From an optimization exercise on the open Yosys and OpenROAD flow, aimed at small area, a short achievable clock period and few clock cycles; shortcuts taken in it are not production practice. No run shown here included a check of the RTL's function; only the layout flow was run.

## flow/design.v (module list and top-level ports; edited modules follow where they fit)
// module lz4crc: 855 lines
module lz4crc (
    input  wire        clk,
    input  wire        rst,             
    input  wire        cmd_valid,
    output wire        cmd_ready,
    input  wire [7:0]  cmd_op,
    input  wire [31:0] cmd_src,
    input  wire [31:0] cmd_len,
    input  wire [31:0] cmd_dst,
    input  wire [31:0] cmd_cap,
    output reg         done,
    output reg  [7:0]  status,
    output reg  [31:0] result,
    output wire        mem_req,
    output wire        mem_we,
    output wire [29:0] mem_addr,
    output wire [3:0]  mem_wstrb,
    output wire [31:0] mem_wdata,
    input  wire        mem_gnt,
    input  wire        mem_rvalid,
    input  wire [31:0] mem_rdata
);
  // ...
==> flow/run.sh <==
#!/bin/bash
# synth_recipe.tcl (not shown) runs the flow's synth.tcl, then flattens the netlist and writes it again
# the make line also repeats each setting of config.mk as NAME=value (left out here)
make -C /OpenROAD-flow-scripts/flow DESIGN_CONFIG=/design/flow/config.mk WORK_HOME=/design/flow/orfs CLKGATE_MAP_FILE= SYNTH_SCRIPT=/design/flow/synth_recipe.tcl finish
==> flow/config.mk <==
export PLATFORM = sky130hd
export DESIGN_NAME = lz4crc
export DESIGN_NICKNAME = lz4crc
export VERILOG_FILES = /design/flow/design.v
export SDC_FILE = /design/flow/constraint.sdc
export NUM_CORES = 4
export LEC_CHECK = 0
export CAP_MARGIN = 20
export CORE_MARGIN = 2
export CORE_UTILIZATION = 40
export SETUP_SLACK_MARGIN = 2.5
export SLEW_MARGIN = 20
==> flow/constraint.sdc <==
create_clock -name core_clock -period 8.0 [get_ports {clk}]
set_input_delay 1.6000 -clock core_clock [delete_from_list [all_inputs] [get_ports {clk}]]
set_output_delay 1.6000 -clock core_clock [all_outputs]
set_load 0.01 [all_outputs]
==> summary.txt, run 1 <==
* Outcome: complete, no violations
* Multi-input gate area at 29,400 sq um
* Worst Path Arrival at 4.11 ns
* Total track usage at about 35%
* Worst hold path type: register to register
* Worst path bufs/invs at 8
* Worst reg-to-reg path cell count at 30
* Filler instances at between 10,000 and 15,000
* Cts bufs inserted at 53
* Crit Path Class: register to output port
* Crit-path max FO at 5
* Crit start category: register
* Core Region at around 100,000 sq um
* Final Hold Fails at 0
* Synth cell count leaders: nand2_1, a21oi_1, nor2_1, o21ai_0, xnor2_1
* Syn avg cell area at 8.30 sq um
* Fraction of area in multi-input gates at between 50% and 60%
* Compound-Gate Fraction of Synth Area at about a fifth
* Critical path's top delay family: simple AND/OR/NAND/NOR gates
* Commonest non-fill, non-tap cell in the layout: nand2_1
* Initial antenna violation count at 5
* Non-clock inverter count in the final layout at 244
* Layout area overhead at 23.6%
* DR iter-0 viols at between 5,000 and 6,000
* Crit Reg-Reg Startpoint: wp[1]
* Initial Util at 40.4%
* Fin cells at 6,876
* HP Start: status[1]
* Distinct cells, synth at 107
==> inputs of run 2 (changes only) <==
--- a/flow/design.v
+++ b/flow/design.v
@@ -34,30 +34,29 @@
                      S_TOK   = 4'd3,     
                      S_LEXT  = 4'd4,     
                      S_LCHK  = 4'd5,     
                      S_LIT   = 4'd6,     
                      S_MEXT  = 4'd7,     
                      S_MCHK  = 4'd8,     
                      S_MCOPY = 4'd9,     
                      S_CHK2  = 4'd10,    
-                     S_DONE  = 4'd12;    
+                     S_CHK3  = 4'd11;    
     reg [3:0]  state;
     reg [1:0]  kind;
     reg [31:0] sa;              
     reg [31:0] s_left;          
     reg [31:0] wp;              
     reg [31:0] c_left;          
     reg [31:0] opos;            
     reg [32:0] acc;             
     reg [3:0]  mnib;
     reg [15:0] offset;
     reg        se32, de32;      
-    reg [4:1]  hav;             
-    reg [2:0]  fcode;           
+    reg        dlt;             
     reg [29:0] rq;              
     reg [1:0]  pos;             
     reg [1:0]  nval;            
     reg [1:0]  outs;            
     reg [2:0]  disc;            
     reg [31:0] w0, w1, w2;
     reg        msrc;            
     reg        per;             
@@ -211,17 +210,170 @@
             rel = use_per ? {1'b0, per_rel(j[1:0], off3, ph, xl)} : d;
             xw[8*j +: 8] = y[8*rel[1:0] +: 8];
         end
     end
     wire [2:0] room    = 3'd4 - {1'b0, wl};
     wire       acc_lo8 = (acc[32:3] == 30'd0);
     wire [2:0] acc_d3  = acc[2:0] - ncopy;
     wire       acc_lt4 = alt4;
-    wire [2:0] ncopy   = (acc_lt4 && ({1'b0, acc[1:0]} < room)) ? {1'b0, acc[1:0]} : room;
+    function [2:0] ncopy_f;
+            input [1:0] wl;
+            input lt4;
+            input [1:0] a;
+            case ({wl, lt4, a})
+                {2'd0, 1'd0, 2'd0}: ncopy_f = 3'd4;
+                {2'd0, 1'd0, 2'd1}: ncopy_f = 3'd4;
+                {2'd0, 1'd0, 2'd2}: ncopy_f = 3'd4;
+                {2'd0, 1'd0, 2'd3}: ncopy_f = 3'd4;
+                {2'd0, 1'd1, 2'd0}: ncopy_f = 3'd0;
+                {2'd0, 1'd1, 2'd1}: ncopy_f = 3'd1;
+                {2'd0, 1'd1, 2'd2}: ncopy_f = 3'd2;
+                {2'd0, 1'd1, 2'd3}: ncopy_f = 3'd3;
+                {2'd1, 1'd0, 2'd0}: ncopy_f = 3'd3;
+                {2'd1, 1'd0, 2'd1}: ncopy_f = 3'd3;
+                {2'd1, 1'd0, 2'd2}: ncopy_f = 3'd3;
+                {2'd1, 1'd0, 2'd3}: ncopy_f = 3'd3;
+                {2'd1, 1'd1, 2'd0}: ncopy_f = 3'd0;
+                {2'd1, 1'd1, 2'd1}: ncopy_f = 3'd1;
+                {2'd1, 1'd1, 2'd2}: ncopy_f = 3'd2;
+                {2'd1, 1'd1, 2'd3}: ncopy_f = 3'd3;
+                {2'd2, 1'd0, 2'd0}: ncopy_f = 3'd2;
+                {2'd2, 1'd0, 2'd1}: ncopy_f = 3'd2;
+                {2'd2, 1'd0, 2'd2}: ncopy_f = 3'd2;
+                {2'd2, 1'd0, 2'd3}: ncopy_f = 3'd2;
+                {2'd2, 1'd1, 2'd0}: ncopy_f = 3'd0;
+                {2'd2, 1'd1, 2'd1}: ncopy_f = 3'd1;
+                {2'd2, 1'd1, 2'd2}: ncopy_f = 3'd2;
+                {2'd2, 1'd1, 2'd3}: ncopy_f = 3'd2;
+                {2'd3, 1'd0, 2'd0}: ncopy_f = 3'd1;
+                {2'd3, 1'd0, 2'd1}: ncopy_f = 3'd1;
+                {2'd3, 1'd0, 2'd2}: ncopy_f = 3'd1;
+                {2'd3, 1'd0, 2'd3}: ncopy_f = 3'd1;
+                {2'd3, 1'd1, 2'd0}: ncopy_f = 3'd0;
+                {2'd3, 1'd1, 2'd1}: ncopy_f = 3'd1;
+                {2'd3, 1'd1, 2'd2}: ncopy_f = 3'd1;
+                {2'd3, 1'd1, 2'd3}: ncopy_f = 3'd1;
+                default: ncopy_f = 3'd4;
+            endcase
+        endfunction
+    function [3:0] strb_f;
+            input [1:0] wl;
+            input [2:0] n;
+            case ({wl, n})
+                {2'd0, 3'd0}: strb_f = 4'd0;
+                {2'd0, 3'd1}: strb_f = 4'd1;
+                {2'd0, 3'd2}: strb_f = 4'd3;
+                {2'd0, 3'd3}: strb_f = 4'd7;
+                {2'd0, 3'd4}: strb_f = 4'd15;
+                {2'd1, 3'd0}: strb_f = 4'd0;
+                {2'd1, 3'd1}: strb_f = 4'd2;
+                {2'd1, 3'd2}: strb_f = 4'd6;
+                {2'd1, 3'd3}: strb_f = 4'd14;
+                {2'd1, 3'd4}: strb_f = 4'd14;
+                {2'd2, 3'd0}: strb_f = 4'd0;
+                {2'd2, 3'd1}: strb_f = 4'd4;
+                {2'd2, 3'd2}: strb_f = 4'd12;
+                {2'd2, 3'd3}: strb_f = 4'd12;
+                {2'd2, 3'd4}: strb_f = 4'd12;
+                {2'd3, 3'd0}: strb_f = 4'd0;
+                {2'd3, 3'd1}: strb_f = 4'd8;
+                {2'd3, 3'd2}: strb_f = 4'd8;
+                {2'd3, 3'd3}: strb_f = 4'd8;
+                {2'd3, 3'd4}: strb_f = 4'd8;
+                default: strb_f = 4'd0;
+            endcase
+        endfunction
+    function le_room;
+            input [2:0] a;
+            input [1:0] wl;
+            case ({a, wl})
+                {3'd0, 2'd0}: le_room = 1'd1;
+                {3'd0, 2'd1}: le_room = 1'd1;
+                {3'd0, 2'd2}: le_room = 1'd1;
+                {3'd0, 2'd3}: le_room = 1'd1;
+                {3'd1, 2'd0}: le_room = 1'd1;
+                {3'd1, 2'd1}: le_room = 1'd1;
+                {3'd1, 2'd2}: le_room = 1'd1;
+                {3'd1, 2'd3}: le_room = 1'd1;
+                {3'd2, 2'd0}: le_room = 1'd1;
+                {3'd2, 2'd1}: le_room = 1'd1;
+                {3'd2, 2'd2}: le_room = 1'd1;
+                {3'd2, 2'd3}: le_room = 1'd0;
+                {3'd3, 2'd0}: le_room = 1'd1;
+                {3'd3, 2'd1}: le_room = 1'd1;
+                {3'd3, 2'd2}: le_room = 1'd0;
+                {3'd3, 2'd3}: le_room = 1'd0;
+                {3'd4, 2'd0}: le_room = 1'd1;
+                {3'd4, 2'd1}: le_room = 1'd0;
+                {3'd4, 2'd2}: le_room = 1'd0;
+                {3'd4, 2'd3}: le_room = 1'd0;
+                {3'd5, 2'd0}: le_room = 1'd0;
+                {3'd5, 2'd1}: le_room = 1'd0;
+                {3'd5, 2'd2}: le_room = 1'd0;
+                {3'd5, 2'd3}: le_room = 1'd0;
+                {3'd6, 2'd0}: le_room = 1'd0;
+                {3'd6, 2'd1}: le_room = 1'd0;
+                {3'd6, 2'd2}: le_room = 1'd0;
+                {3'd6, 2'd3}: le_room = 1'd0;
+                {3'd7, 2'd0}: le_room = 1'd0;
+                {3'd7, 2'd1}: le_room = 1'd0;
+                {3'd7, 2'd2}: le_room = 1'd0;
+                {3'd7, 2'd3}: le_room = 1'd0;
+                default: le_room = 1'd0;
+            endcase
+        endfunction
+    function sub_lt4;
+            input [2:0] a;
+            input [2:0] n;
+            case ({a, n})
+                {3'd0, 3'd0}: sub_lt4 = 1'd1;
+                {3'd0, 3'd1}: sub_lt4 = 1'd0;
+                {3'd0, 3'd2}: sub_lt4 = 1'd0;
+                {3'd0, 3'd3}: sub_lt4 = 1'd0;
+                {3'd0, 3'd4}: sub_lt4 = 1'd0;
+                {3'd1, 3'd0}: sub_lt4 = 1'd1;
+                {3'd1, 3'd1}: sub_lt4 = 1'd1;
+                {3'd1, 3'd2}: sub_lt4 = 1'd0;
+                {3'd1, 3'd3}: sub_lt4 = 1'd0;
+                {3'd1, 3'd4}: sub_lt4 = 1'd0;
+                {3'd2, 3'd0}: sub_lt4 = 1'd1;
+                {3'd2, 3'd1}: sub_lt4 = 1'd1;
+                {3'd2, 3'd2}: sub_lt4 = 1'd1;
+                {3'd2, 3'd3}: sub_lt4 = 1'd0;
+                {3'd2, 3'd4}: sub_lt4 = 1'd0;
+                {3'd3, 3'd0}: sub_lt4 = 1'd1;
+                {3'd3, 3'd1}: sub_lt4 = 1'd1;
+                {3'd3, 3'd2}: sub_lt4 = 1'd1;
+                {3'd3, 3'd3}: sub_lt4 = 1'd1;
+                {3'd3, 3'd4}: sub_lt4 = 1'd0;
+                {3'd4, 3'd0}: sub_lt4 = 1'd0;
+                {3'd4, 3'd1}: sub_lt4 = 1'd1;
+                {3'd4, 3'd2}: sub_lt4 = 1'd1;
+                {3'd4, 3'd3}: sub_lt4 = 1'd1;
+                {3'd4, 3'd4}: sub_lt4 = 1'd1;
+                {3'd5, 3'd0}: sub_lt4 = 1'd0;
+                {3'd5, 3'd1}: sub_lt4 = 1'd0;
+                {3'd5, 3'd2}: sub_lt4 = 1'd1;
+                {3'd5, 3'd3}: sub_lt4 = 1'd1;
+                {3'd5, 3'd4}: sub_lt4 = 1'd1;
+                {3'd6, 3'd0}: sub_lt4 = 1'd0;
+                {3'd6, 3'd1}: sub_lt4 = 1'd0;
+                {3'd6, 3'd2}: sub_lt4 = 1'd0;
+                {3'd6, 3'd3}: sub_lt4 = 1'd1;
+                {3'd6, 3'd4}: sub_lt4 = 1'd1;
+                {3'd7, 3'd0}: sub_lt4 = 1'd0;
+                {3'd7, 3'd1}: sub_lt4 = 1'd0;
+                {3'd7, 3'd2}: sub_lt4 = 1'd0;
+                {3'd7, 3'd3}: sub_lt4 = 1'd0;
+                {3'd7, 3'd4}: sub_lt4 = 1'd1;
+                default: sub_lt4 = 1'd0;
+            endcase
+        endfunction
+    wire [2:0] ncopy   = ncopy_f(wl, acc_lt4, acc[1:0]);
     wire       s_ge4   = sge4;
     wire       s_nz    = snz;
     wire       s_one   = sone;
     wire [3:0] have    = {nval, 2'b00};                 
     wire [2:0] nhdr    = st_off ? 3'd2 : (state == S_CRC) ? (s_ge4 ? 3'd4 : 3'd1) : 3'd1;
     wire [2:0] nwr     = use_per ? off3 : ncopy;
     wire [2:0] nhdr_c  = (st_copy && acc_nz) ? ncopy : nhdr;    
     wire [2:0] nneed   = st_copy && acc_nz ? nwr : nhdr;
@@ -240,25 +392,17 @@
         input [2:0] n;
         case (p)
             2'd0: fits3 = (n <= 3'd3);
             2'd1: fits3 = (n <= 3'd2);
             2'd2: fits3 = (n <= 3'd1);
             default: fits3 = (n == 3'd0);
         endcase
     endfunction
-    wire       have_ok = (nneed == 3'd1) ? hav[1] : (nneed == 3'd2) ? hav[2] :
-                         (nneed == 3'd3) ? hav[3] : (nneed == 3'd4) ? hav[4] : 1'b1;
-    function [4:1] hav_f;
-        input [1:0] nv;
-        input [1:0] p;
-        integer k;
-        for (k = 1; k <= 4; k = k + 1)
-            hav_f[k] = ({nv, 2'b00} >= {2'b00, p} + k);
-    endfunction
+    wire       have_ok = nval[1] || (nval[0] && fits4(pos, nneed));
     wire wr_rdy  = st_copy && acc_nz && have_ok;
     wire hdr_rdy = (st_hdr1 || (state == S_CRC) || (st_off && !s_one)) && s_nz && have_ok;
     function gt_thr;
         input [3:0] v;
         input [1:0] nv;
         input [1:0] no;
         input [1:0] p;
         input [1:0] e;
@@ -530,118 +674,119 @@
     always @(*) begin
         case (state)
             S_LIT:   lim_ok = a_more;       
             S_MEXT:  lim_ok = h_more;
             S_MCHK:  lim_ok = 1'b0;
             default: lim_ok = 1'b1;
         endcase
     end
-    wire       rd_act = (state != S_IDLE) && (state != S_CHECK) && (state != S_CHK2) &&
-                         (state != S_DONE);
+    wire       rd_act = (state != S_IDLE) && (state != S_CHECK) && (state != S_CHK2) && (state != S_CHK3);
     wire       pf_ok  = s_nz && (shi || gt_thr(s_left[3:0], sf, 2'd0, spos, 2'd0));
     wire       rd_ok  = msrc ? (per ? (mw != 2'd0) : pf ? pf_ok : ((dh != 4'd0) && a_more)) : (s_more && lim_ok);
     wire       w_full3 = (nval == 2'd3) ? (outs == 2'd0) : (nval == 2'd2) ? (outs == 2'd1) :
                          (nval == 2'd1) ? (outs == 2'd2) : (outs == 2'd3);
     wire       h_shift = hdr_rdy && !fits3(pos, nhdr);
     wire       rd_rdy = rd_act && !wr_rdy && (w_room || (w_full3 && h_shift)) && !disc[2] && rd_ok;
     assign mem_req   = wr_rdy || rd_rdy;
     assign mem_we    = wr_rdy;
     assign mem_addr  = wr_rdy ? wp[31:2] : rq;
     wire [29:0] addr_inc = mem_addr + 30'd1;
     wire [2:0]  wl_n     = {1'b0, wl} + ncopy;
     wire        wp_c     = wl_n[2];
+    wire [3:0] lanes_x = strb_f(wl, ncopy);
     wire [3:0] lanes_n = (ncopy == 3'd1) ? 4'b0001 : (ncopy == 3'd2) ? 4'b0011 :
                          (ncopy == 3'd3) ? 4'b0111 : 4'b1111;
-    assign mem_wstrb = wr_rdy ? (lanes_n << wl) : 4'b0000;
+    assign mem_wstrb = wr_rdy ? lanes_x : 4'b0000;
     assign mem_wdata = xw;
     assign cmd_ready = (state == S_IDLE);
     wire wr_go = wr_rdy && mem_gnt;
     wire rd_go = rd_rdy && mem_gnt;
     wire       cons   = hdr_rdy || (wr_go && !use_per);
     wire [2:0] ncons  = nhdr_c;
     wire [2:0] posn   = {1'b0, pos} + ncons;
     wire       xdrop  = (state == S_MCOPY) && !acc_nz && pf && (pos != 2'd0);
     wire       shift  = (cons && !fits3(pos, ncons)) || xdrop;
     wire       load   = mem_rvalid && (disc == 3'd0);
     wire       drop   = mem_rvalid && (disc != 3'd0);
     wire [1:0] nv_s   = nval - {1'b0, shift};
-    wire [1:0] nval_g = nv_s + {1'b0, load};
-    wire [1:0] pos_g  = cons ? posn[1:0] : pos;
     wire [1:0] outs_n = outs + {1'b0, rd_go} - {1'b0, load};
     wire [2:0] disc_d = disc - {2'b0, drop};
     wire [2:0] disc_n = disc_d + {1'b0, outs_n};
     wire [7:0] hb = y[7:0];    
     wire        chk      = (state == S_CHECK);
     wire        mchk     = (state == S_MCHK);
     wire [15:0] offv     = st_off ? y[15:0] : offset;
     wire        mchk2    = mchk || st_off;
-    wire [31:0] sas_a    = mchk2 ? wp : sa;
-    wire [31:0] sas_b    = mchk2 ? {16'd0, offv} : s_left;
+    wire        chk2     = (state == S_CHK2);
+    wire        chk3     = (state == S_CHK3);
+    wire        lchk     = (state == S_LCHK);
+    wire [31:0] sas_a    = mchk2 ? wp : chk3 ? opos : lchk ? s_left : sa;
+    wire [31:0] sas_b    = mchk2 ? {16'd0, offv} : chk2 ? wp : chk3 ? {rq, pos} : lchk ? acc[31:0] : s_left;
+    wire        sas_pos  = !sas[32] && (sas[31:0] != 32'd0);    
     wire [32:0] sas      = chk ? ({1'b0, sas_a} + {1'b0, sas_b}) : ({1'b0, sas_a} - {1'b0, sas_b});
     wire        st_tok   = (state == S_TOK);
     wire [31:0] lopnd    = st_tok ? {28'd0, hb[7:4]} : st_off ? {27'd0, {1'b0, mnib} + 5'd4} : acc[31:0];
     wire [32:0] opa      = {1'b0, opos} + {1'b0, lopnd};            
     wire [32:0] cla      = {1'b0, c_left} - {1'b0, lopnd};
-    wire        tok_fast = shi && (c_left[31:4] != 28'd0);
+    wire        tok_gt_s = !shi && (s_left[3:0] <= hb[7:4]);
+    wire        tok_gt_c = (c_left[31:4] == 28'd0) && (c_left[3:0] < hb[7:4]);
     wire        acc_gt_c = acc[32] || cla[32];
-    wire        acc_gt_s = acc[32] || (acc[31:0] > s_left);
+    wire        acc_gt_s = acc[32] || sas[32];                  
     wire [31:0] sln      = s_left - {29'd0, nhdr_c};
     wire        src_wrap = se32 && (sa != 32'd0);
     wire        dst_wrap = de32 && (opos != 32'd0);
     wire        overlap  = (s_left != 32'd0) && (c_left != 32'd0) &&
-                           ({1'b0, rq, pos} < {de32, opos}) && ({1'b0, wp} < {se32, sa});
+                           (de32 || sas_pos) && dlt;              
     wire [32:0] acc_sum  = {1'b0, acc[31:0]} + (st_copy ? {30'h3FFFFFFF, ~ncopy + 3'd1} : {25'd0, hb});
     wire [31:0] mstart   = sas[31:0];
     wire [6:0]  dh0      = ({1'b0, offv[5:0]} + 7'd3 - {5'd0, wl}) >> 2;      
     wire [1:0]  ms_lo    = wl - offv[1:0];                                      
     wire        bad_off  = (offv == 16'd0) || (opos[31:16] == 16'd0 && offv > opos[15:0]);
     wire        crc_tail = !s_ge4;
     wire [31:0] crc_in   = crc_tail ? {c_left[7:0] ^ hb, 24'd0} : (c_left ^ y);
     wire [31:0] crc_nx   = crc_f32(crc_in) ^ (crc_tail ? {8'd0, c_left[31:8]} : 32'd0);
     always @(posedge clk) begin
         if (rst) begin
             state  <= S_IDLE;
             done   <= 1'b0;
             status <= 8'h00;
             result <= 32'd0;
             nval   <= 2'd0;
-            hav    <= 4'd0;
             outs   <= 2'd0;
             disc   <= 3'd0;
             msrc   <= 1'b0;
             per    <= 1'b0;
             pf     <= 1'b0;
         end else begin
             done <= 1'b0;
-            pos  <= pos_g;
-            hav  <= hav_f(nval_g, pos_g);
+            if (cons) pos <= posn[1:0];
             if (shift) begin
                 w0 <= w1;
                 w1 <= w2;
             end
             if (load) begin
                 if ((nval == 2'd0) || (nval == 2'd1 && shift)) w0 <= mem_rdata;
                 if ((nval == 2'd1 && !shift) || (nval == 2'd2 && shift)) w1 <= mem_rdata;
                 if ((nval == 2'd2 && !shift) || (nval == 2'd3 && shift)) w2 <= mem_rdata;
             end
-            nval <= nval_g;
+            nval <= nv_s + {1'b0, load};
             outs <= outs_n;
             disc <= disc_d;
             if (rd_go) rq <= addr_inc;
             if (rd_go && pf) sf <= sf + 2'd1;
             if (rd_go && msrc) begin
                 mw <= mw - 2'd1;
                 dh <= dh - 4'd1;
             end
             if (wr_go) begin
                 wp  <= {wp_c ? addr_inc : wp[31:2], wl_n[1:0]};
                 acc  <= acc_sum;
-                az   <= acc_lo8 && (acc[2:0] <= room);
-                alt4 <= acc_lo8 && !acc_d3[2];
+                az   <= acc_lo8 && le_room(acc[2:0], wl);
+                alt4 <= acc_lo8 && sub_lt4(acc[2:0], ncopy);
                 ahi  <= (acc[32:5] != 28'd0) || (acc[4] && (acc[3:0] >= {1'b0, ncopy}));
                 if (({1'b0, wl} + ncopy) == 3'd4 && dh != 4'd15) dh <= dh + 4'd1;
                 if (use_per)
                     case (off3)
                         3'd1: ph <= 2'd0;
                         3'd2: ph <= {1'b0, ph[0] ^ ncopy[0]};
                         3'd3: ph <= (({1'b0, ph} + ncopy) >= 3'd6) ? ({1'b0, ph} + ncopy - 3'd6) :
                                     (({1'b0, ph} + ncopy) >= 3'd3) ? ({1'b0, ph} + ncopy - 3'd3) :
@@ -667,22 +812,24 @@
                 S_CHECK: begin
                     sa     <= sas[31:0];
                     se32   <= sas[32];
                     opos   <= opa[31:0];
                     de32   <= opa[32];
                     c_left <= acc[31:0];
                     rq     <= sa[31:2];
                     pos    <= sa[1:0];
-                    hav    <= hav_f(nval_g, sa[1:0]);
                     state  <= S_CHK2;
                 end
                 S_CHK2: begin
+                    dlt   <= se32 || sas_pos;
+                    state <= S_CHK3;
+                end
+                S_CHK3: begin
                     nval   <= 2'd0;
-            hav    <= 4'd0;
                     msrc   <= 1'b0;
                     per    <= 1'b0;
                     opos   <= 32'd0;
                     if (kind == K_CRC) c_left <= 32'hFFFFFFFF;
                     case (kind)
                         K_CRC: begin
                             if (src_wrap) finish(ST_BAD_RANGE, 32'd0);
                             else          state <= S_CRC;
@@ -700,21 +847,22 @@
                     else if (hdr_rdy) c_left <= crc_nx;
                 end
                 S_TOK: begin
                     if (!s_nz) finish(ST_SRC_OVERRUN, 32'd0);
                     else if (hdr_rdy) begin
                         mnib  <= hb[3:0];
                         set_acc({29'd0, hb[7:4]});
                         if (hb[7:4] == 4'hF) state <= S_LEXT;
-                        else if (!tok_fast)  state <= S_LCHK;
                         else begin
                             c_left <= cla[31:0];
                             opos   <= opa[31:0];
-                            state  <= S_LIT;
+                            if (tok_gt_s)      finish(ST_SRC_OVERRUN, 32'd0);
+                            else if (tok_gt_c) finish(ST_DST_OVERRUN, 32'd0);
+                            else               state <= S_LIT;
                         end
                     end
                 end
                 S_LEXT, S_MEXT: begin
                     if (!s_nz) finish(ST_SRC_OVERRUN, 32'd0);
                     else if (hdr_rdy) begin
                         acc <= {acc[32] | acc_sum[32], acc_sum[31:0]};    
                         if (hb != 8'hFF) state <= (state == S_LEXT) ? S_LCHK : S_MCHK;
@@ -746,69 +894,46 @@
                     az   <= 1'b0;                    
                     alt4 <= 1'b0;
                     ahi  <= (acc[32:4] != 29'd0);
                     match_start;
                 end
                 S_MCOPY: begin
                     if (!acc_nz && pf) begin
                         pos   <= spos;
-                        hav   <= hav_f(nval_g, spos);
                         msrc  <= 1'b0;
                         pf    <= 1'b0;
                         state <= S_TOK;
                     end else if (acc_nz && !per && !pf && !a_more) begin
                         pf   <= 1'b1;
                         rq   <= sas[31:2];
                         spos <= sas[1:0];
                         sf   <= 2'd0;
                     end else if (!acc_nz) begin
                         rq   <= sas[31:2];
                         pos  <= sas[1:0];    
                         nval <= 2'd0;
-                        hav  <= 4'd0;
                         outs <= 2'd0;
                         disc <= disc_n;
                         msrc <= 1'b0;
                         per  <= 1'b0;
                         state <= S_TOK;
                     end
                 end
-                S_DONE: begin
-                    case (fcode)
-                        3'd0: status <= ST_OK;
-                        3'd1: status <= ST_SRC_OVERRUN;
-                        3'd2: status <= ST_DST_OVERRUN;
-                        3'd3: status <= ST_BAD_OFFSET;
-                        3'd4: status <= ST_ILLEGAL_OP;
-                        3'd5: status <= ST_BAD_RANGE;
-                        default: status <= ST_UNAVAILABLE;
-                    endcase
-                    result <= (fcode != 3'd0) ? 32'd0 : (kind == K_CRC) ? ~c_left : opos;
-                    done   <= 1'b1;
-                    state  <= S_IDLE;
-                    nval   <= 2'd0;
-                    hav    <= 4'd0;
-                    outs   <= 2'd0;
-                    disc   <= disc_n;
-                    msrc   <= 1'b0;
-                    per    <= 1'b0;
-                end
                 default: state <= S_IDLE;
             endcase
         end
     end
     task match_start;
         begin
                         c_left <= cla[31:0];
                         opos   <= opa[31:0];
                         rq   <= mstart[31:2];
                         pos  <= mstart[1:0];
                         nval <= 2'd0;
-                        hav  <= 4'd0;
                         outs <= 2'd0;
                         disc <= disc_n;
                         msrc <= 1'b1;
                         pf   <= 1'b0;
                         per  <= (offv[15:3] == 13'd0) && (offv[2:0] <= 3'd4);
                         ph   <= 2'd0;
                         mw   <= (({1'b0, ms_lo} + offv[2:0] - 3'd1) >= 3'd4) ? 2'd2 : 2'd1;
                         dh   <= (offv[15:6] != 10'd0 || dh0[4]) ? 4'd15 : dh0[3:0];
@@ -833,23 +958,22 @@
             snz    <= (v != 32'd0);
             sone   <= (v == 32'd1);
             sge4   <= (v[31:2] != 30'd0);
             shi    <= (v[31:4] != 28'd0);
         end
     endtask
     task finish;
         input [7:0]  code;
-        input [31:0] value;     
+        input [31:0] value;
         begin
-            state <= S_DONE;
-            case (code)
-                ST_OK:          fcode <= 3'd0;
-                ST_SRC_OVERRUN: fcode <= 3'd1;
-                ST_DST_OVERRUN: fcode <= 3'd2;
-                ST_BAD_OFFSET:  fcode <= 3'd3;
-                ST_ILLEGAL_OP:  fcode <= 3'd4;
-                ST_BAD_RANGE:   fcode <= 3'd5;
-                default:        fcode <= 3'd6;
-            endcase
+            status <= code;
+            result <= value;
+            done   <= 1'b1;
+            state  <= S_IDLE;
+            nval   <= 2'd0;
+            outs   <= 2'd0;
+            disc   <= disc_n;
+            msrc   <= 1'b0;
+            per    <= 1'b0;
         end
     endtask
 endmodule
==> flow/config.mk (replaced) <==
export PLATFORM = sky130hd
export DESIGN_NAME = lz4crc
export DESIGN_NICKNAME = lz4crc
export VERILOG_FILES = /design/flow/design.v
export SDC_FILE = /design/flow/constraint.sdc
export NUM_CORES = 4
export LEC_CHECK = 0
export CAP_MARGIN = 20
export CORE_MARGIN = 2
export CORE_UTILIZATION = 40
export CTS_BUF_LIST = sky130_fd_sc_hd__clkbuf_8
export CTS_CLUSTER_SIZE = 30
export SETUP_SLACK_MARGIN = 2.0
export SLEW_MARGIN = 20
==> run 2 against run 1 <==
- worst hold slack improved by 0.011 ns
- worst setup slack got worse by 0.71 ns
- clock skew rose by 0.032 ns
- die area fell by 0.35%
- synthesized cell count rose by 0.30%
- final cell count barely moved
- final area fell by 2.3%
- critical path type is now register to register
==> summary.txt, run 2 <==
* Outcome: complete, no violations
* CTS Hold Bufs at 0
* FMAX at 156 MHz
* Area contributors post-synth: edfxtp_1, xnor2_1, nand2_1
* Syn avg cell area at 8.25 sq um (-0.65%)
* Most frequent cell after synthesis: nand2_1
* Post-synth EDFFs at 365
* Seq cells post-synth at between 400 and 500
* DP HPWL at between 100 and 150 mm
* Layout Nets at around 5,800
* Worst Path Arrival at 7.12 ns (+3.01 ns)
* Crit-path max FO at 12 (+7)
* Least-Margin Pin Slew at 1.12 ns
* Async S/R FF share, synth at 0%
* Worst-case clock skew at 0.0592 ns
* Worst-Skew Late Latency at 0.80 ns
* Distinct cells, synth at 112 (+4.7%)
* Routed WL per cell at 28.1 um
* Cell area after synthesis at 41,800 sq um
* PortBufs at 282
* Final Hold Fails at 0 (unchanged)
* Gate count after technology mapping at 5,064
* Max stage delay on crit path at 0.53 ns
* Crit start category: register
* I/O pins at 283
* Gpl congestion at 1.05
* Drt first pass iters at 6
* Period utilization at 80.3%
* Fin cells at 6,871 (-0.073%)
* Vias in the first global route at 40,205
* Cts bufs inserted at 84 (+58%)
* Yosys top cell area share at 26.2%
* Worst Hold Slack at about 0.47 ns
* Initial antenna violation count at 10 (+5)
* Core Region at 103,000 sq um (-0.14%)
* Area leader, netlist: edfxtp_1
* Main flop type after synthesis: edfxtp_1
* Initial Util at 40.3% (-0.085 points)
* Layout area overhead at 21.3%
* RSZ-0062 raised after global routing: true
* FP Rows at 118
* Most flops, register: acc
* CTS root buf: clkbuf_8
* Die Y at 327 um
* CP Data Required Time at 8.70 ns
* Via Count at 43,159
* Layout cell share with drive strength beyond 1 at 13.5%
* DR iter-0 viols at 5,966 (+7.8%)
* Setup TNS at 0 ns
* First-pass GRT wire length at approximately 280 mm
* Filler instances at 10,045 (+0.36%)
* Max cap viols at 0
* Warnings, synthesis at 1
* Slew headroom at a little under a quarter
* Total track usage at 34.6% (about the same)
* Crit Path Class: register to register
* Max FFs per register at 33
* Placed cells at 6,597
* Synth cell count leaders: nand2_1, o21ai_0, a21oi_1, nor2_1, xnor2_1
* Post-synthesis sequential area ratio at 29.1%
* Commonest non-fill, non-tap cell in the layout: nand2_1
* Die span in x at approximately 330 um
* Worst path most repeated cell: buf_4
* Fin crit period at around 6.4 ns
* Grt ovf at 0
* DRC viols at 0
* # clock sinks at 424
* CTS tree: done
* Die Area at roughly 110,000 sq um
* Largest net degree at the start of global routing at 104
* Final ANT Viol Nets at 0
* WL final at 193 mm
* Worst hold path type: register to register
* Crit-path slowest cell: a222oi_1
* Fin. max-slew vios at 0
* Most frequent cells in the layout: nand2_1, o21ai_0, nor2_1, a21oi_1, edfxtp_1
* Clk buf depth at 3
* Critical path endpoint category: register
* Clock-pin slew on the worst setup and hold paths at 0.06 ns
* H-Tree Level Count at 3
* Endpoints failing setup at 0
* Drt via density at 6.28
run 2: changes by cell type in the layout (fill, tap and decap cells not counted), moves of 55 or more:
cell       change
clkbuf_8      +83
nand2_1      +177
mux2i_1       +90
ha_1          -93
nand3_1       -59
clkbuf_16     -55
run 2: per-layer routing:
metal | track usage (%) | routed length (um) | vias to the layer above
met4 | 17.1 | 11200 | 14
met3 | 7.51 | 20800 | 538
li1 | - | - | 19288
met2 | 52.7 | 83300 | 2694
met5 | 0 | 99 | -
met1 | 46.3 | 77900 | 20625
run 2: worst paths after layout:
| check | startpoint | slack, ns | endpoint | cells past startpoint |
|---|---|---|---|---|
| worst max register to register | pos[0] | 1.58 | result[24] | 28 |
| worst min-delay path | status[7] | 0.47 | status[7] | 1 |
| worst min register to register | status[7] | 0.47 | status[7] | 1 |
| worst max-delay path | pos[0] | 1.58 | result[24] | 28 |
run 2: repair_timing:
item / in CTS / in global routing
endpoints found under the hold margin: 0 / 0
endpoints found under the setup margin: 125 / 105
pin swaps: 60 / 103
buffers inserted: 64 / 39
gates resized for setup: 139 / 169
gates cloned: 6 / 4
run 2: final cells by class:
cell class,instances,area [sq um],share of cell area (%)
Tap cell,1380,1730,3.41
Inverter,172,673,1.33
Clock buffer,88,1210,2.39
Multi-Input combinational cell,4157,29000,57.2
Antenna cell,7,17.5,0.0346
Timing Repair Buffer,577,5480,10.8
Sequential cell,424,12200,24.0
Clock inverter,66,388,0.766
run 2: cell families (layout without fill, tap and decap cells):
group | count (synthesis) | after routing | share of synthesized area, %
buffers and inverters | 484 | 903 | 4.73
AO/OA/AOI/OAI | 1471 | 1471 | 22.2
other | 0 | 7 | 0
XOR/XNOR | 532 | 532 | 11.3
flip-flops | 424 | 424 | 29.1
adder cells (fa/ha/maj) | 213 | 213 | 6.54
multiplexers | 288 | 288 | 8.15
AND/OR/NAND/NOR | 1652 | 1653 | 18.0
run 2: worst max-delay path, delay by kind of cell, from the launching register on:
family / cells / cell delay, ns
AOI/OAI and AO/OA: 10 / 2.11
xor gates and xnor gates: 1 / 0.32
adders and majority gates: 1 / 0.37
buffers and inverters: 10 / 1.52
DFF: 1 / 0.42
muxes: 1 / 0.34
and+or+nand+nor: 5 / 1.21
run 2: through the flow:
stage          setup slack (ns)  util, %  cell area [sq um]
2_1_floorplan              2.02        -              41800
3_3_place_gp              0.471     45.0              46600
3_5_place_dp              0.409     45.0              46600
4_1_cts                    1.68     47.8              49500
5_1_grt                    1.44     48.9              50600
6_report                   1.58     48.9              50600
==> inputs of run 3 (changes only) <==
--- a/flow/config.mk
+++ b/flow/config.mk
@@ -10,4 +10,4 @@
 export CORE_UTILIZATION = 40
-export CTS_BUF_LIST = sky130_fd_sc_hd__clkbuf_8
-export CTS_CLUSTER_SIZE = 30
+export GPL_ROUTABILITY_DRIVEN = 0
+export GPL_TIMING_DRIVEN = 1
 export SETUP_SLACK_MARGIN = 2.0
==> run 3 against run 2 <==
- still clean on timing, DRC and antenna
- utilization up 0.15 points
- clock-buffer cell count down 27
- via count up 0.32%
- synthesized area unchanged
- critical path type unchanged
- largest cell class unchanged
==> summary.txt, run 3 <==
* Crit Reg-Reg Endpoint: status[7]
* Worst-case clock skew at 0.0335 ns (-0.0258 ns)
* FP Rows at 118 (unchanged)
* Met2 Resource Use GR at 49.2% (-3.5 points)
* Fin. max-slew vios at 0 (unchanged)
* Worst path most repeated cell: buf_6
* Most frequent cell after synthesis: nand2_1
* Most Crowded Layer GR: met2
* Simple-Gate Fraction of Synth Area at 18.0% (unchanged)
* Core Region at 103,000 sq um (unchanged)
* Post-synth EDFFs at 365 (unchanged)
* Syn avg cell area at 8.25 sq um (unchanged)
* Worst reg-to-reg path cell count at 29 (+3.6%)
* Layout cell share with drive strength beyond 1 at 13.1% (-0.43 points)
* Distinct cells, synth at 112 (unchanged)
* Final ANT Viol Nets at 0 (unchanged)
* Clock-pin slew on the worst setup and hold paths at 0.06 ns (about the same)
* Mux share of post-synthesis cell area at 8.15% (unchanged)
* Most flops, register: acc
* Max stage delay on crit path at 0.63 ns (+0.10 ns)
* Layout area overhead at 21.6%
* # clock sinks at 424 (unchanged)
* Grt ovf at 0 (unchanged)
* Critical path endpoint category: register
* PortBufs at 282 (unchanged)
* Post-synthesis sequential area ratio at 29.1% (unchanged)
* M1 GR Usage at 44.1% (-2.3 points)
* Crit Reg-Reg Startpoint: pos[1]
* Main flop type after synthesis: edfxtp_1
* Setup WS post-layout at 1.58 ns (-0.00251 ns)
* H-Tree Level Count at 2 (-1)
* Met3 GRT Util at 8.62% (+1.1 points)
* RSZ-0062 raised after global routing: true
* CTS tree: done
* Yosys top cell area share at 26.2% (unchanged)
* Via Count at 43,298 (+0.32%)
* Period utilization at 80.3% (about the same)
* Endpoints failing setup at 0 (unchanged)
* DP HPWL at 141 mm (-4.3%)
* Slew headroom at 18.2% (-4.7 points)
* Area leader, netlist: edfxtp_1
* Seq cells post-synth at 424 (unchanged)
* Worst-Skew Late Latency at 0.69 ns (-0.11 ns)
* CP Data Required Time at 8.61 ns (-0.09 ns)
* Max FFs per register at 33 (unchanged)
* Crit start category: register
* Final Hold Fails at 0 (unchanged)
* Crit Path Class: register to register
* Die Area at 107,000 sq um (unchanged)
* CTS Hold Bufs at 0 (unchanged)
* Adder-cell share of the synthesized area at 6.54% (unchanged)
* Most frequent cells in the layout: nand2_1, o21ai_0, nor2_1, a21oi_1, edfxtp_1
* Outcome: complete, no violations
* Cts bufs inserted at 55 (-35%)
* Layout Nets at 5,756 (-0.78%)
* Worst Path Arrival at 7.03 ns (-0.09 ns)
* WL final at 188 mm (-3.0%)
* Async S/R FF share, synth at 0% (unchanged)
* Drt via density at 6.37 (+1.4%)
* Largest family of logic cells by synthesized area: compound AO/OA/AOI/OAI gates
* Commonest non-fill, non-tap cell in the layout: nand2_1
* Least-Margin Pin Slew at 1.20 ns (+0.0714 ns)
* Crit path from: pos[1]
* Area contributors post-synth: edfxtp_1, xnor2_1, nand2_1
* CTS root buf: clkbuf_16
* Die Y at 327 um (unchanged)
* Vias in the first global route at 39,695 (-1.3%)
* Gate count after technology mapping at 5,064 (unchanged)
* Total track usage at 33.5% (-1.1 points)
* Worst hold path type: register to register
* Critical Path Sink: status[7]
* Post-placement setup slack at 0.583 ns (+0.174 ns)
* Clk buf depth at 3 (unchanged)
* FF-to-FF setup slack at 1.58 ns (about the same)
* Cell area after synthesis at 41,800 sq um (unchanged)
* Compound-Gate Fraction of Synth Area at 22.2% (unchanged)
* Crit-path max FO at 5 (-7)
* Initial Util at 40.3% (unchanged)
* Crit path depth at 29 (+3.6%)
* I/O pins at 283 (unchanged)
* FMAX at 156 MHz (about the same)
* Routed WL per cell at 27.6 um (-2.0%)
* Fin crit period at 6.42 ns (+0.00251 ns)
* First-pass GRT wire length at 269 mm (-2.6%)
* Worst path bufs/invs at 9 (-1)
* DR iter-0 viols at 6,259 (+4.9%)
* XOR/XNOR Fraction of Synth Area at 11.3% (unchanged)
* Critical path's top delay family: compound AO/OA/AOI/OAI gates
* DRC viols at 0 (unchanged)
* Warnings, synthesis at 1 (unchanged)
* Setup TNS at 0 ns (unchanged)
* Initial antenna violation count at 9 (-1)
* Max cap viols at 0 (unchanged)
* Die span in x at 327 um (unchanged)
* Synth cell count leaders: nand2_1, o21ai_0, a21oi_1, nor2_1, xnor2_1
* Crit-path slowest cell: mux4_2
* Largest net degree at the start of global routing at 95 (-8.7%)
* Drt first pass iters at 12 (+6)
-- run 3: cell counts after synthesis --
No cell type changed its count.
-- run 3: how the worst min path moves through the flow --
stage,from,end,slack (ns),cells after the start
after global placement,status[7],status[7],0.45,1
after floorplan,status[2],status[2],0.50,1
final,status[3],status[3],0.46,1
after global routing,status[2],status[2],0.48,1
after CTS,status[3],status[3],0.46,1
after detailed placement,status[3],status[3],0.44,1
-- run 3: cell families (layout without fill, tap and decap cells) --
kind of cell	after synthesis	after routing
compound gates	1471	1471
xor+xnor	532	532
fa+ha+maj	213	213
buf+inv	484	838
flops	424	424
mux	288	288
other cells	0	2
simple gates	1652	1652
-- run 3: per-stage QoR --
step | utilization, % | hold WS [ns] | cells | instance area, sq um
finish | 49.1 | 0.457 | 6800 | 50800
global route | 49.1 | 0.482 | 6798 | 50800
CTS | 48.0 | 0.464 | 6748 | 49700
detailed placement | 44.7 | 0.445 | 6558 | 46300
global placement | 44.7 | 0.445 | 6558 | 46300
floorplan | - | 0.499 | 5064 | 41800
-- run 3: what timing repair did --
item,4_1_cts,5_1_grt
resized for setup,181,139
cloned,6,3
setup buffers,80,46
pin swaps,72,84
setup endpoints to repair,132,93
-- run 3: layout make-up --
class,count,area [sq um]
antenna,2,5.00
timing repair buffer,562,5390
clock buffer,61,1420
tap,1380,1730
clock inverter,43,485
inverter,172,676
multi-input combinational,4156,28900
sequential,424,12200
fill,9857,52700
-- run 3: per-layer routing --
metal / share of wire (%) / wire length (um) / up-vias
met5: 0.074 / 139 / -
met4: 7.6 / 14300 / 14
met3: 13 / 23700 / 714
met2: 41 / 77200 / 2997
met1: 39 / 72300 / 20392
li1: - / - / 19181
==> inputs of run 4 (changes only) <==
--- a/flow/config.mk
+++ b/flow/config.mk
@@ -9,5 +9,3 @@
 export CORE_MARGIN = 2
-export CORE_UTILIZATION = 40
-export GPL_ROUTABILITY_DRIVEN = 0
-export GPL_TIMING_DRIVEN = 1
+export CORE_UTILIZATION = 55
 export SETUP_SLACK_MARGIN = 2.0
==> run 4 against run 3 <==
- still clean on timing, DRC and antenna
- worst setup slack got worse by 0.26 ns
- via count rose by 0.23%
- synthesized area did not move
- clock skew rose by 0.0014 ns
- register-to-register slack got worse by 0.26 ns
- worst hold slack improved by 0.0024 ns
==> summary.txt, run 4 <==
* Clock-pin slew on the worst setup and hold paths at 0.07 ns (about the same)
* Syn avg cell area at 8.25 sq um (unchanged)
* Cell area after synthesis at 41,800 sq um (unchanged)
* Max FFs per register at 33 (unchanged)
* Final ANT Viol Nets at 0 (unchanged)
* WL final at 178 mm (-5.2%)
* Post-synthesis sequential area ratio at 29.1% (unchanged)
* First-pass GRT wire length at 257 mm (-4.6%)
* Clk buf depth at 3 (unchanged)
* Die Y at 280 um (-15%)
* Fin. max-slew vios at 0 (unchanged)
* Setup TNS at 0 ns (unchanged)
* Sequential cell area at 12,200 sq um (about the same)
* Grt ovf at 0 (unchanged)
* Max stage delay on crit path at 0.47 ns (-0.16 ns)
* FP Rows at 101 (-14%)
* Slew headroom at 22.4% (+4.2 points)
* Post-synth EDFFs at 365 (unchanged)
* Main flop type after synthesis: edfxtp_1
* Distinct cells, synth at 112 (unchanged)
* Largest net degree at the start of global routing at 93 (-2.1%)
* Critical Path Sink: result[2]
* Routed WL per cell at 27.7 um (+0.37%)
* Final Cell Area at 50,400 sq um (-0.78%)
* Cts bufs inserted at 54 (-1.8%)
* FF-to-FF setup slack at 1.32 ns (-0.26 ns)
* CTS root buf: clkbuf_16
* Seq cells post-synth at 424 (unchanged)
* Worst-case clock skew at 0.0349 ns (+0.00140 ns)
* Period utilization at 83.5% (+3.2 points)
* Drt first pass iters at 8 (-4)
* Layout Nets at 5,784 (+0.49%)
* Worst Path Arrival at 7.28 ns (+0.25 ns)
* CTS tree: done
* Layout area overhead at 20.7%
* Commonest non-fill, non-tap cell in the layout: nand2_1
* Outcome: complete, no violations
* Dpl cell area at 45,900 sq um (-0.89%)
* Die Area at 78,100 sq um (-27%)
* Core Region at 75,600 sq um (-27%)
* Yosys top cell area share at 26.2% (unchanged)
* Crit Reg-Reg Endpoint: result[2]
* Critical path endpoint category: register
* Worst-Skew Late Latency at 0.67 ns (-0.02 ns)
* Crit start category: register
* Async S/R FF share, synth at 0% (unchanged)
* Warnings, synthesis at 1 (unchanged)
* Vias in the first global route at 39,663 (-0.081%)
* DR iter-0 viols at 6,200 (-0.94%)
* Layout cell share with drive strength beyond 1 at 13.0% (-0.095 points)
* I/O pins at 283 (unchanged)
* PortBufs at 282 (unchanged)
* Fin crit period at 6.68 ns (+0.259 ns)
* Max cap viols at 0 (unchanged)
* Crit-path slowest cell: a222oi_1
* Synth cell count leaders: nand2_1, o21ai_0, a21oi_1, nor2_1, xnor2_1
* Worst Hold Slack at 0.459 ns (+0.00243 ns)
* DP HPWL at 133 mm (-5.4%)
* Crit-path max FO at 6 (+1)
* RSZ-0062 raised after global routing: true
* Worst path most repeated cell: buf_4
* Total track usage at 43.6% (+10 points)
* Worst hold path type: register to register
* Crit Reg-Reg Startpoint: state[3]
* Crit Path Class: register to register
* DRC viols at 0 (unchanged)
* Gpl congestion at approximately 1.1
* CTS Hold Bufs at 0 (unchanged)
* Final Hold Fails at 0 (unchanged)
* Multi-input gate area at 28,900 sq um (-0.17%)
* Area contributors post-synth: edfxtp_1, xnor2_1, nand2_1
* Gate count after technology mapping at 5,064 (unchanged)
* Filler instances at 6,499 (-34%)
* CP Data Required Time at 8.60 ns (about the same)
* # clock sinks at 424 (unchanged)
* Most flops, register: acc
* Via Count at 43,397 (+0.23%)
* Endpoints failing setup at 0 (unchanged)
* Least-Margin Pin Slew at 1.13 ns (-0.0647 ns)
* Initial antenna violation count at 5 (-4)
* Die span in x at 280 um (-15%)
* Most frequent cell after synthesis: nand2_1
* Crit path from: state[3]
* Drt via density at 6.76 (+6.1%)
* Worst reg-to-reg path cell count at 29 (unchanged)
* H-Tree Level Count at 2 (unchanged)
* FMAX at 150 MHz (-3.9%)
* Initial Util at 55.3% (+15 points)
* Area leader, netlist: edfxtp_1
* Most frequent cells in the layout: nand2_1, o21ai_0, a21oi_1, nor2_1, edfxtp_1
==> run 4: cell types whose count changed in the layout (fill, tap and decap cells not counted), sizes merged <==
| cell | change |
|---|---|
| bufinv | -1 |
| clkdlybuf4s50 | -1 |
| a21oi | +1 |
| clkinvlp | -7 |
| clkbuf | +2 |
| buf | +31 |
| diode | -1 |
| clkinv | +4 |
| inv | -4 |
| bufbuf | -1 |
==> run 4: cell type report <==
class / instances / area share (%)
Clock buffer: 64 / 2.86
Sequential cell: 424 / 24.1
Multi-Input combinational cell: 4157 / 57.3
Tap cell: 978 / 2.43
Antenna cell: 1 / 0.00497
Timing Repair Buffer: 590 / 11.2
Clock inverter: 35 / 0.770
Inverter: 172 / 1.33
==> run 4: layer usage <==
metal | track usage, % | share of wire [%] | up-vias
met5 | 0 | 0.033 | -
met4 | 25.6 | 7.3 | 4
met3 | 9.67 | 13 | 665
met2 | 66.4 | 43 | 3096
met1 | 57.0 | 37 | 20378
li1 | - | - | 19254
==> run 4: cells by family after synthesis <==
group	Yosys count	synth area share (%)
buf+inv	484	4.73
xor+xnor	532	11.3
fa+ha+maj	213	6.54
mux	288	8.15
simple gates	1652	18.0
flops	424	29.1
compound gates	1471	22.2
==> run 4: through the flow <==
| step | worst slack [ns] | util, % | cells |
|---|---|---|---|
| 2_1_floorplan | 2.02 | - | 5064 |
| 3_3_place_gp | 0.407 | 60.7 | 6164 |
| 3_5_place_dp | 0.331 | 60.7 | 6164 |
| 4_1_cts | 1.71 | 65.2 | 6355 |
| 5_1_grt | 1.31 | 66.7 | 6421 |
| 6_report | 1.32 | 66.7 | 6421 |
==> run 4: worst min path at each step <==
stage | endpoint | start | depth (start not counted)
2_1_floorplan | status[2] | status[2] | 1
3_5_place_dp | status[6] | status[6] | 1
5_1_grt | status[6] | status[6] | 1
4_1_cts | status[6] | status[6] | 1
3_3_place_gp | status[3] | status[3] | 1
6_report | status[6] | status[6] | 1
==> run 4: what timing repair did <==
| action | in CTS | in global routing |
|---|---|---|
| gates cloned | 9 | 2 |
| pin swaps | 62 | 77 |
| endpoints found under the setup margin | 133 | 82 |
| setup buffers | 83 | 63 |
| resized for setup | 153 | 135 |
==> run 4: critical path, delay by kind of cell (launching register included) <==
kind / cells / cell delay [ns]
buffers and inverters: 9 / 1.49
xor gates and xnor gates: 2 / 0.35
AOI/OAI and AO/OA: 12 / 2.56
and+or+nand+nor: 5 / 1.42
DFF: 1 / 0.36
adders and majority gates: 1 / 0.40

[port drivers added, routing unchanged]
How much do the figures lean on ideal ports? The routed layouts below were timed once more, with nothing changed but the port constraints.
Step 1 (the two cells are an assumption about what drives the block):
set clk [get_ports {clk}]
set_driving_cell -lib_cell sky130_fd_sc_hd__clkbuf_16 $clk
set_driving_cell -lib_cell sky130_fd_sc_hd__buf_2 [delete_from_list [all_inputs] $clk]
Step 2, shift: input delay + t, output delay - t, t = (earliest + latest rising clock arrival at the registers) / 2. This alone moves slack from input paths to output paths.
Three values: ideal ports, drivers, drivers and shift; two values: the first two.
| run | shift t [ns] | slack for setup (ns) | latest minus earliest clock arrival (ns) |
|---|---|---|---|
| run 1 | 0.748 | 2.290 / 2.217 / 2.427 | 0.031 / 0.031 |
| run 2 | 0.838 | 1.579 / 1.579 / 1.579 | 0.059 / 0.059 |
| run 3 | 0.738 | 1.577 / 1.577 / 1.577 | 0.033 / 0.034 |
| run 4 | 0.724 | 1.318 / 1.318 / 1.318 | 0.036 / 0.036 |
After both steps setup and hold are still met in every run listed.
